From an optimization exercise on the open Yosys and OpenROAD flow, aimed at small area, a short achievable clock period and few clock cycles per item; shortcuts taken in it are not production practice.
At most, simulation tests tie the RTL to the original design; equivalence was not proved.
No activity file was given, so power comes from the tool's default toggle rates.

==> inputs of 07-15 <==
==> flow/design.v <==
module varint_unit (
  input             clk,
  input             rst,
  input             cmd_valid,
  output            cmd_ready,
  input      [7:0]  cmd_op,
  input      [63:0] cmd_arg,
  output            snk_valid,
  output     [7:0]  snk_data,
  input             snk_ready,
  input      [1:0]  snk_resp,
  output            src_req,
  input             src_ready,
  input      [7:0]  src_data,
  input      [1:0]  src_resp,
  output            rsp_valid,
  output     [3:0]  rsp_status,
  output     [63:0] rsp_res,
  output     [79:0] rsp_buf
);
  reg        st_enc;    
  reg        st_dec;    
  reg [9:1]  p;         
  reg [62:0] val;       
  wire idle = ~st_enc & ~st_dec;
  wire is_e = (cmd_op == 8'h00);
  wire is_b = (cmd_op == 8'h01);
  wire is_c = (cmd_op == 8'h02);
  wire is_d = (cmd_op == 8'h10);
  genvar g;
  wire [9:0] nz;    
  generate
    for (g = 0; g < 9; g = g + 1) begin : g_nz
      assign nz[g] = |cmd_arg[7*g +: 7];
    end
  endgenerate
  assign nz[9] = cmd_arg[63];
  wire [8:0] cont;
  assign cont[8] = nz[9];
  generate
    for (g = 7; g >= 0; g = g - 1) begin : g_cont
      assign cont[g] = cont[g+1] | nz[g+1];
    end
  endgenerate
  wire [3:0] alen = nz[9] ? 4'd10 : nz[8] ? 4'd9 : nz[7] ? 4'd8 : nz[6] ? 4'd7 :
                    nz[5] ? 4'd6  : nz[4] ? 4'd5 : nz[3] ? 4'd4 : nz[2] ? 4'd3 :
                    nz[1] ? 4'd2  : 4'd1;
  generate
    for (g = 0; g < 9; g = g + 1) begin : g_buf
      assign rsp_buf[8*g +: 7] = cmd_arg[7*g +: 7];
      assign rsp_buf[8*g + 7]  = cont[g];
    end
  endgenerate
  assign rsp_buf[79:72] = {7'd0, cmd_arg[63]};
  wire e_act = st_enc | (idle & cmd_valid & is_e);
  wire d_act = st_dec | (idle & cmd_valid & is_d);
  wire o_act = idle & cmd_valid & ~is_e & ~is_d;    
  assign cmd_ready = idle & (is_e ? snk_ready : is_d ? src_ready : 1'b1);
  wire [9:1] cv;
  assign cv[9] = 1'b0;
  generate
    for (g = 8; g >= 1; g = g - 1) begin : g_cv
      assign cv[g] = cv[g+1] | (|val[7*g +: 7]);
    end
  endgenerate
  reg [6:0] val_grp;
  integer i;
  always @(*) begin
    val_grp = 7'd0;
    for (i = 1; i <= 9; i = i + 1)
      val_grp = val_grp | ({7{p[i]}} & val[7*(i-1) +: 7]);
  end
  wire e_more = st_enc ? |(p & cv) : cont[0];
  assign snk_valid = e_act;
  assign snk_data  = st_enc ? {e_more, val_grp} : {cont[0], cmd_arg[6:0]};
  wire e_step = e_act & snk_ready;
  wire e_err  = snk_resp != 2'd0;
  wire e_done = e_step & (e_err | ~e_more);
  assign src_req = d_act;
  wire d_step = d_act & src_ready;
  wire d_err  = src_resp != 2'd0;
  wire d_last = st_dec & p[9];      
  wire d_done = d_step & (d_err | ~src_data[7] | d_last);
  wire illegal = o_act & ~is_b & ~is_c;
  wire err  = d_act ? d_err : e_err;
  wire err1 = d_act ? src_resp[1] : snk_resp[1];
  wire err_now = (d_act | e_act) & err;
  assign rsp_valid  = o_act | e_done | d_done;
  assign rsp_status = {1'b0,
                       illegal | (err_now & err1),
                       illegal | (err_now & err1) | (d_last & ~err & src_data[7]),
                       illegal | (err_now & ~err1)};
  wire [63:0] dec;
  assign dec[6:0] = st_dec ? val[6:0] : ({7{idle & cmd_valid & is_d}} & src_data[6:0]);
  generate
    for (g = 1; g < 9; g = g + 1) begin : g_dec
      wire lt = st_dec & (|p[9:g+1]);
      wire eq = st_dec & p[g];
      assign dec[7*g +: 7] = ({7{lt}} & val[7*g +: 7]) | ({7{eq}} & src_data[6:0]);
    end
  endgenerate
  assign dec[63] = d_last & src_data[0];
  wire [3:0] ecnt = {p[7] | p[8] | p[9],
                     p[3] | p[4] | p[5] | p[6],
                     p[1] | p[2] | p[5] | p[6] | p[9],
                     p[2] | p[4] | p[6] | p[8]};
  wire [3:0] cnt = st_enc ? ecnt : alen;
  assign rsp_res[63:4] = dec[63:4];
  assign rsp_res[3:0]  = d_act ? dec[3:0] : cnt;
  always @(posedge clk) begin
    if (rst) begin
      st_enc <= 1'b0;
      st_dec <= 1'b0;
    end else if (e_done | d_done) begin
      st_enc <= 1'b0;
      st_dec <= 1'b0;
    end else if (e_step) begin
      st_enc <= 1'b1;
    end else if (d_step) begin
      st_dec <= 1'b1;
    end
  end
  always @(posedge clk) begin
    if (idle) p <= 9'd1;
    else if (e_step | d_step) p <= {p[8:1], 1'b0};
  end
  always @(posedge clk) begin
    if (idle) begin
      val[62:7] <= {6'd0, cmd_arg[63:14]};
      val[6:0]  <= is_d ? src_data[6:0] : cmd_arg[13:7];
    end else if (st_dec & src_ready) begin
      for (i = 1; i < 9; i = i + 1)
        if (p[i]) val[7*i +: 7] <= src_data[6:0];
    end
  end
endmodule
==> flow/flow/run.sh <==
#!/bin/bash
# Standard synthesis and layout, with two changes:
#  - the combinational logic of the standard synthesis netlist is re-mapped
#    by ABC with a delay-driven script (flip-flops untouched), see remap.sh;
#  - the port buffers are the small, fast buf_1 (instead of the default pick,
#    a clkdlybuf4s50_1 delay cell).
set -euo pipefail
BUF="BUFFER_PORTS_ARGS=-buffer_cell sky130_fd_sc_hd__buf_1"
R=orfs/results/$FLOW_PLATFORM/varint_unit/base
bash standard.sh "$BUF" synth > 1_standard_synth.log 2>&1
cp $R/1_2_yosys.v 1_2_yosys.standard.v
export DONT_USE_CELLS="$(awk '/^export DONT_USE_CELLS/{f=1} f{print} f&&!/\\$/{exit}' $FLOW_HOME/platforms/$FLOW_PLATFORM/config.mk | grep -oE 'sky130_fd_sc_hd__[A-Za-z0-9_]+' | tr '\n' ' ')"
bash flow/remap.sh $PWD/1_2_yosys.standard.v $PWD/1_2_yosys.remap.v $PWD/flow/abc_delay.script > 2_remap.log 2>&1
cp 1_2_yosys.remap.v $R/1_2_yosys.v
rm -f $R/1_synth.odb $R/1_synth.sdc
bash standard.sh "$BUF" finish > 3_standard_finish.log 2>&1
==> flow/flow/abc_delay.script <==
strash
dch -f
map -D 1000
topo
buffer -p
upsize -D 1000
dnsize -D 1000
==> flow/flow/remap.sh <==
#!/bin/bash
# Re-map the combinational logic of the standard synthesis netlist with a
# delay-driven ABC script. Flip-flops (and their instance names and cell
# types) are left exactly as the standard synthesis made them.
# usage: remap.sh IN.v OUT.v ABC_SCRIPT
set -euo pipefail
in=$1; out=$2; scr=$3
LIB=$FLOW_HOME/platforms/sky130hd/lib/sky130_fd_sc_hd__tt_025C_1v80.lib
seq=$(grep -oE 'sky130_fd_sc_hd__[a-z0-9_]+' "$in" | sort -u | grep -E '__(e?s?df|dl|sdf|edf|conb)' | tr '\n' ' ')
dontuse=""
for c in $DONT_USE_CELLS; do dontuse="$dontuse -dont_use $c"; done
printf 'set_driving_cell sky130_fd_sc_hd__buf_1\nset_load 5\n' > remap_abc.constr
cat > remap.ys <<EOT
read_liberty -ignore_miss_func $LIB
blackbox $seq
read_verilog $in
hierarchy -top $FLOW_TOP
flatten
opt_clean
techmap
opt -fast
abc -script $scr -liberty $LIB $dontuse -constr remap_abc.constr
opt_clean -purge
hilomap -singleton -hicell sky130_fd_sc_hd__conb_1 HI -locell sky130_fd_sc_hd__conb_1 LO
splitnets
rename -hide w:*.*
opt_clean -purge
stat -liberty $LIB
write_verilog -noattr -noexpr -nohex -nodec $out
EOT
yosys -s remap.ys
==> flow/standard.sh <==
#!/bin/bash
# synth_recipe.tcl (not shown) runs the flow's synth.tcl, then flattens the netlist and writes it again
# the make line also repeats each setting of config.mk as NAME=value (left out here)
make -C /OpenROAD-flow-scripts/flow DESIGN_CONFIG=/design/flow/config.mk WORK_HOME=/design/flow/orfs CLKGATE_MAP_FILE= SYNTH_SCRIPT=/design/flow/synth_recipe.tcl "${@:-finish}"
==> flow/config.mk <==
export PLATFORM = sky130hd
export DESIGN_NAME = varint_unit
export DESIGN_NICKNAME = varint_unit
export VERILOG_FILES = /design/flow/design.v
export SDC_FILE = /design/flow/constraint.sdc
export NUM_CORES = 4
export LEC_CHECK = 0
export CAP_MARGIN = 20
export CORE_MARGIN = 2
export CORE_UTILIZATION = 40
export SLEW_MARGIN = 20
==> flow/constraint.sdc <==
create_clock -name core_clock -period 5.0 [get_ports {clk}]
set_input_delay 1.0000 -clock core_clock [delete_from_list [all_inputs] [get_ports {clk}]]
set_output_delay 1.0000 -clock core_clock [all_outputs]
set_load 0.01 [all_outputs]
==> inputs of 09-06, as changes to 07-15 <==
==> flow/design.v, changed modules only <==
module varint_unit (
  input             clk,
  input             rst,
  input             cmd_valid,
  output            cmd_ready,
  input      [7:0]  cmd_op,
  input      [63:0] cmd_arg,
  output            snk_valid,
  output     [7:0]  snk_data,
  input             snk_ready,
  input      [1:0]  snk_resp,
  output            src_req,
  input             src_ready,
  input      [7:0]  src_data,
  input      [1:0]  src_resp,
  output            rsp_valid,
  output     [3:0]  rsp_status,
  output     [63:0] rsp_res,
  output     [79:0] rsp_buf
);
  reg        st_enc;    
  reg        st_dec;    
  reg [3:0]  k;         
  reg [3:0]  lm1;       
  reg [62:0] val;       
  wire idle = ~st_enc & ~st_dec;
  wire is_e = (cmd_op == 8'h00);
  wire is_b = (cmd_op == 8'h01);
  wire is_c = (cmd_op == 8'h02);
  wire is_d = (cmd_op == 8'h10);
  wire [9:0] nz;
  genvar g;
  generate
    for (g = 0; g < 9; g = g + 1) begin : g_nz
      assign nz[g] = |cmd_arg[7*g +: 7];
    end
  endgenerate
  assign nz[9] = cmd_arg[63];
  wire [8:0] cont;
  assign cont[8] = nz[9];
  generate
    for (g = 7; g >= 0; g = g - 1) begin : g_cont
      assign cont[g] = cont[g+1] | nz[g+1];
    end
  endgenerate
  wire [3:0] alen_m1 = nz[9] ? 4'd9 : nz[8] ? 4'd8 : nz[7] ? 4'd7 : nz[6] ? 4'd6 :
                       nz[5] ? 4'd5 : nz[4] ? 4'd4 : nz[3] ? 4'd3 : nz[2] ? 4'd2 :
                       nz[1] ? 4'd1 : 4'd0;
  wire [3:0] alen = alen_m1 + 4'd1;
  generate
    for (g = 0; g < 9; g = g + 1) begin : g_buf
      assign rsp_buf[8*g +: 7] = cmd_arg[7*g +: 7];
      assign rsp_buf[8*g + 7]  = cont[g];
    end
  endgenerate
  assign rsp_buf[79:72] = {7'd0, cmd_arg[63]};
  wire e_act = st_enc | (idle & cmd_valid & is_e);
  wire d_act = st_dec | (idle & cmd_valid & is_d);
  wire o_act = idle & cmd_valid & ~is_e & ~is_d;    
  assign cmd_ready = idle & (is_e ? snk_ready : is_d ? src_ready : 1'b1);
  wire [6:0] val_grp = (k == 4'd1) ? val[6:0]   : (k == 4'd2) ? val[13:7]  :
                       (k == 4'd3) ? val[20:14] : (k == 4'd4) ? val[27:21] :
                       (k == 4'd5) ? val[34:28] : (k == 4'd6) ? val[41:35] :
                       (k == 4'd7) ? val[48:42] : (k == 4'd8) ? val[55:49] :
                       {6'd0, val[56]};
  wire e_more = st_enc ? (k != lm1) : cont[0];
  assign snk_valid = e_act;
  assign snk_data  = st_enc ? {e_more, val_grp} : {cont[0], cmd_arg[6:0]};
  wire e_step = e_act & snk_ready;
  wire e_err  = snk_resp != 2'd0;
  wire e_done = e_step & (e_err | ~e_more);
  assign src_req = d_act;
  wire d_step = d_act & src_ready;
  wire d_err  = src_resp != 2'd0;
  wire d_ovf  = src_data[7] & (k == 4'd9);
  wire d_done = d_step & (d_err | ~src_data[7] | (k == 4'd9));
  wire illegal = o_act & ~is_b & ~is_c;
  wire err  = d_act ? d_err : e_err;
  wire err1 = d_act ? src_resp[1] : snk_resp[1];
  wire err_now = (d_act | e_act) & err;
  assign rsp_valid  = o_act | e_done | d_done;
  assign rsp_status = {1'b0,
                       illegal | (err_now & err1),
                       illegal | (err_now & err1) | (d_act & ~err & d_ovf),
                       illegal | (err_now & ~err1)};
  wire [63:0] dec;
  generate
    for (g = 0; g < 9; g = g + 1) begin : g_dec
      wire lt = st_dec & (k > g);
      wire eq = d_act & (k == g);
      assign dec[7*g +: 7] = ({7{lt}} & val[7*g +: 7]) | ({7{eq}} & src_data[6:0]);
    end
  endgenerate
  assign dec[63] = st_dec & (k == 4'd9) & src_data[0];
  wire [3:0] cnt = st_enc ? (k + 4'd1) : alen;
  assign rsp_res = d_act ? dec : {60'd0, cnt};
  always @(posedge clk) begin
    if (rst) begin
      st_enc <= 1'b0;
      st_dec <= 1'b0;
      k      <= 4'd0;
    end else if (e_done | d_done) begin
      st_enc <= 1'b0;
      st_dec <= 1'b0;
      k      <= 4'd0;
    end else if (e_step) begin
      st_enc <= 1'b1;
      k      <= k + 4'd1;
    end else if (d_step) begin
      st_dec <= 1'b1;
      k      <= k + 4'd1;
    end
  end
  always @(posedge clk) begin
    if (idle) lm1 <= alen_m1;
  end
  integer i;
  always @(posedge clk) begin
    if (idle) begin
      val[62:7] <= cmd_arg[63:14];
      val[6:0]  <= is_d ? src_data[6:0] : cmd_arg[13:7];
    end else if (st_dec & src_ready) begin
      for (i = 1; i < 9; i = i + 1)
        if (k == i) val[7*i +: 7] <= src_data[6:0];
    end
  end
endmodule
==> flow/run.sh (new file) <==
#!/bin/bash
# synth_recipe.tcl (not shown) runs the flow's synth.tcl, then flattens the netlist and writes it again
# the make line also repeats each setting of config.mk as NAME=value (left out here)
make -C /OpenROAD-flow-scripts/flow DESIGN_CONFIG=/design/flow/config.mk WORK_HOME=/design/flow/orfs CLKGATE_MAP_FILE= SYNTH_SCRIPT=/design/flow/synth_recipe.tcl finish
removed: flow/flow/run.sh
removed: flow/flow/abc_delay.script
removed: flow/flow/remap.sh
removed: flow/standard.sh
==> inputs of 04-19, as changes to 07-15 <==
==> flow/design.v, changed modules only <==
module varint_unit (
  input             clk,
  input             rst,
  input             cmd_valid,
  output            cmd_ready,
  input      [7:0]  cmd_op,
  input      [63:0] cmd_arg,
  output            snk_valid,
  output     [7:0]  snk_data,
  input             snk_ready,
  input      [1:0]  snk_resp,
  output            src_req,
  input             src_ready,
  input      [7:0]  src_data,
  input      [1:0]  src_resp,
  output            rsp_valid,
  output     [3:0]  rsp_status,
  output     [63:0] rsp_res,
  output     [79:0] rsp_buf
);
  reg        st_enc;    
  reg        st_dec;    
  reg [9:1]  t;         
  reg [62:0] val;       
  wire idle = ~st_enc & ~st_dec;
  wire is_e = (cmd_op == 8'h00);
  wire is_b = (cmd_op == 8'h01);
  wire is_c = (cmd_op == 8'h02);
  wire is_d = (cmd_op == 8'h10);
  genvar g;
  wire [9:0] nz;    
  generate
    for (g = 0; g < 9; g = g + 1) begin : g_nz
      assign nz[g] = |cmd_arg[7*g +: 7];
    end
  endgenerate
  assign nz[9] = cmd_arg[63];
  wire [8:0] cont;
  generate
    for (g = 0; g < 9; g = g + 1) begin : g_cont
      assign cont[g] = |cmd_arg[63:7*g+7];
    end
  endgenerate
  wire [3:0] alen = nz[9] ? 4'd10 : nz[8] ? 4'd9 : nz[7] ? 4'd8 : nz[6] ? 4'd7 :
                    nz[5] ? 4'd6  : nz[4] ? 4'd5 : nz[3] ? 4'd4 : nz[2] ? 4'd3 :
                    nz[1] ? 4'd2  : 4'd1;
  generate
    for (g = 0; g < 9; g = g + 1) begin : g_buf
      assign rsp_buf[8*g +: 7] = cmd_arg[7*g +: 7];
      assign rsp_buf[8*g + 7]  = cont[g];
    end
  endgenerate
  assign rsp_buf[79:72] = {7'd0, cmd_arg[63]};
  wire e_act = st_enc | (idle & cmd_valid & is_e);
  wire d_act = st_dec | (idle & cmd_valid & is_d);
  wire o_act = idle & cmd_valid & ~is_e & ~is_d;    
  assign cmd_ready = idle & (is_e ? snk_ready : is_d ? src_ready : 1'b1);
  integer i;
  wire e_more = st_enc ? |val[62:7] : cont[0];
  assign snk_valid = e_act;
  assign snk_data  = st_enc ? {e_more, val[6:0]} : {cont[0], cmd_arg[6:0]};
  wire e_step = e_act & snk_ready;
  wire e_err  = snk_resp != 2'd0;
  wire e_done = e_step & (e_err | ~e_more);
  assign src_req = d_act;
  wire d_step = d_act & src_ready;
  wire d_err  = src_resp != 2'd0;
  wire d_last = st_dec & t[9];      
  wire d_done = d_step & (d_err | ~src_data[7] | d_last);
  wire illegal = o_act & ~is_b & ~is_c;
  wire err  = d_act ? d_err : e_err;
  wire err1 = d_act ? src_resp[1] : snk_resp[1];
  wire err_now = (d_act | e_act) & err;
  assign rsp_valid  = o_act | e_done | d_done;
  assign rsp_status = {1'b0,
                       illegal | (err_now & err1),
                       illegal | (err_now & err1) | (d_last & ~err & src_data[7]),
                       illegal | (err_now & ~err1)};
  wire [63:0] dec;
  assign dec[6:0] = st_dec ? val[6:0] : ({7{idle & cmd_valid & is_d}} & src_data[6:0]);
  generate
    for (g = 1; g < 9; g = g + 1) begin : g_dec
      wire lt = st_dec & t[g+1];
      wire eq = st_dec & t[g] & ~t[g+1];
      assign dec[7*g +: 7] = ({7{lt}} & val[7*g +: 7]) | ({7{eq}} & src_data[6:0]);
    end
  endgenerate
  assign dec[63] = d_last & src_data[0];
  wire [3:0] ecnt = {t[7],
                     t[3] & ~t[7],
                     (t[1] & ~t[3]) | (t[5] & ~t[7]) | t[9],
                     (t[2] & ~t[3]) | (t[4] & ~t[5]) | (t[6] & ~t[7]) | (t[8] & ~t[9])};
  wire [3:0] cnt = st_enc ? ecnt : alen;
  assign rsp_res[63:4] = dec[63:4];
  assign rsp_res[3:0]  = d_act ? dec[3:0] : cnt;
  always @(posedge clk) begin
    if (rst) begin
      st_enc <= 1'b0;
      st_dec <= 1'b0;
    end else if (e_done | d_done) begin
      st_enc <= 1'b0;
      st_dec <= 1'b0;
    end else if (e_step) begin
      st_enc <= 1'b1;
    end else if (d_step) begin
      st_dec <= 1'b1;
    end
  end
  always @(posedge clk) begin
    if (idle) t <= 9'd1;
    else if (e_step | d_step) t <= {t[8:1], 1'b1};
  end
  always @(posedge clk) begin
    if (idle) begin
      val[62:7] <= {6'd0, cmd_arg[63:14]};
      val[6:0]  <= is_d ? src_data[6:0] : cmd_arg[13:7];
    end else if (st_enc & snk_ready) begin
      val <= {7'd0, val[62:7]};
    end else if (st_dec & src_ready) begin
      for (i = 1; i < 9; i = i + 1)
        if (t[i] & ~t[i+1]) val[7*i +: 7] <= src_data[6:0];
    end
  end
endmodule
--- a/flow/flow/run.sh
+++ b/flow/flow/run.sh
@@ -8,2 +8,3 @@
 BUF="BUFFER_PORTS_ARGS=-buffer_cell sky130_fd_sc_hd__buf_1"
+SEQ="SETUP_MOVE_SEQUENCE=unbuffer,sizeup,swap"
 R=orfs/results/$FLOW_PLATFORM/varint_unit/base
@@ -15,2 +16,2 @@
 rm -f $R/1_synth.odb $R/1_synth.sdc
-bash standard.sh "$BUF" finish > 3_standard_finish.log 2>&1
+bash standard.sh "$BUF" "$SEQ" finish > 3_standard_finish.log 2>&1
CORE_UTILIZATION = 45   (was 40)
CTS_BUF_LIST = sky130_fd_sc_hd__clkbuf_8   (was not set)
SETUP_SLACK_MARGIN = 1.0   (was not set)
==> run summary <==
|  | 09-06 | 07-15 | 04-19 |
|---|---|---|---|
| Outcome | complete, no violations | complete, no violations | complete, no violations |
| Initial standard-cell utilization of the core | 40.8% | 41.5% | 46.3% |
| Pin count of the biggest net entering global routing | 68 | 54 | 54 |
| Critical register-to-register path endpoint | val[28] | val[26] | val[55] |
| Horizontal die dimension | 125 µm | 113 µm | 107 µm |
| Leakage | 3.05 nW | 2.35 nW | 2.22 nW |
| Multi-input gates | 464 | 429 | 443 |
| Multi-input logic portion of the cell area | 35.6% | 36.8% | 39.2% |
| Post-route met1 wirelength | 10200 µm | 8470 µm | 7780 µm |
| Die Y-Extent | 125 µm | 113 µm | 107 µm |
| Fmax achieved | 209 MHz | 256 MHz | 257 MHz |
| Area fraction of clock buffers and clock inverters | 4.07% | 4.58% | 2.74% |
| Wire length of the first global-routing pass | 35900 µm | 31700 µm | 29100 µm |
| Final weighted congestion in routability-driven placement | 0.981 | 0.985 | 0.926 |
| Vias after detailed routing | 6205 | 6001 | 5843 |
| Cell area after placement | 8030 µm² | 5870 µm² | 5810 µm² |
| Final design area excluding fillers | 8390 µm² | 6150 µm² | 5990 µm² |
| Count of clock buffers in the final design | 12 | 13 | 9 |
| Group with the largest share of power | the clock network | sequential cells | sequential cells |
| Global-route track usage on met2 | 47.7% | 53.3% | 56.2% |
Testbench counts of 07-15, summed over its fixed seeds: cycles 18,766, items 4,800.
Testbench counts of 09-06, summed over its fixed seeds: cycles 18,766, items 4,800.
The RTL of 04-19 was laid out without a check of its function.

-- separate check: timing with driven ports --
Ports are ideal in the flow. The routed layouts listed here were re-timed in OpenROAD.
Step 1 sets driving cells, clkbuf_16 on the clock port and buf_2 on the other inputs (assumed; they add their load-dependent delay and slew).
Step 2 times the ports against the registers' clock, not the clock port: input delays grow and output delays shrink by t, the midpoint of the rising clock arrivals with the driver on.
a / b / c = ideal ports / drivers / drivers and shift; a / b = the first two.
run | shift t [ns] | slack for setup (ns) | latest minus earliest clock arrival (ns) | cell pins on the clock port's net
07-15 | 0.385 | 1.093 / 1.071 / 1.071 | 0.007 / 0.008 | 1
09-06 | 0.399 | 0.222 / 0.198 / 0.198 | 0.006 / 0.006 | 1
04-19 | 0.391 | 1.108 / 1.086 / 1.086 | 0.013 / 0.013 | 1
After both steps setup and hold are still met in every run listed. The setup slack of 09-06, which loses most, moves by -0.024 ns with the drivers and by -0.024 ns with both steps.
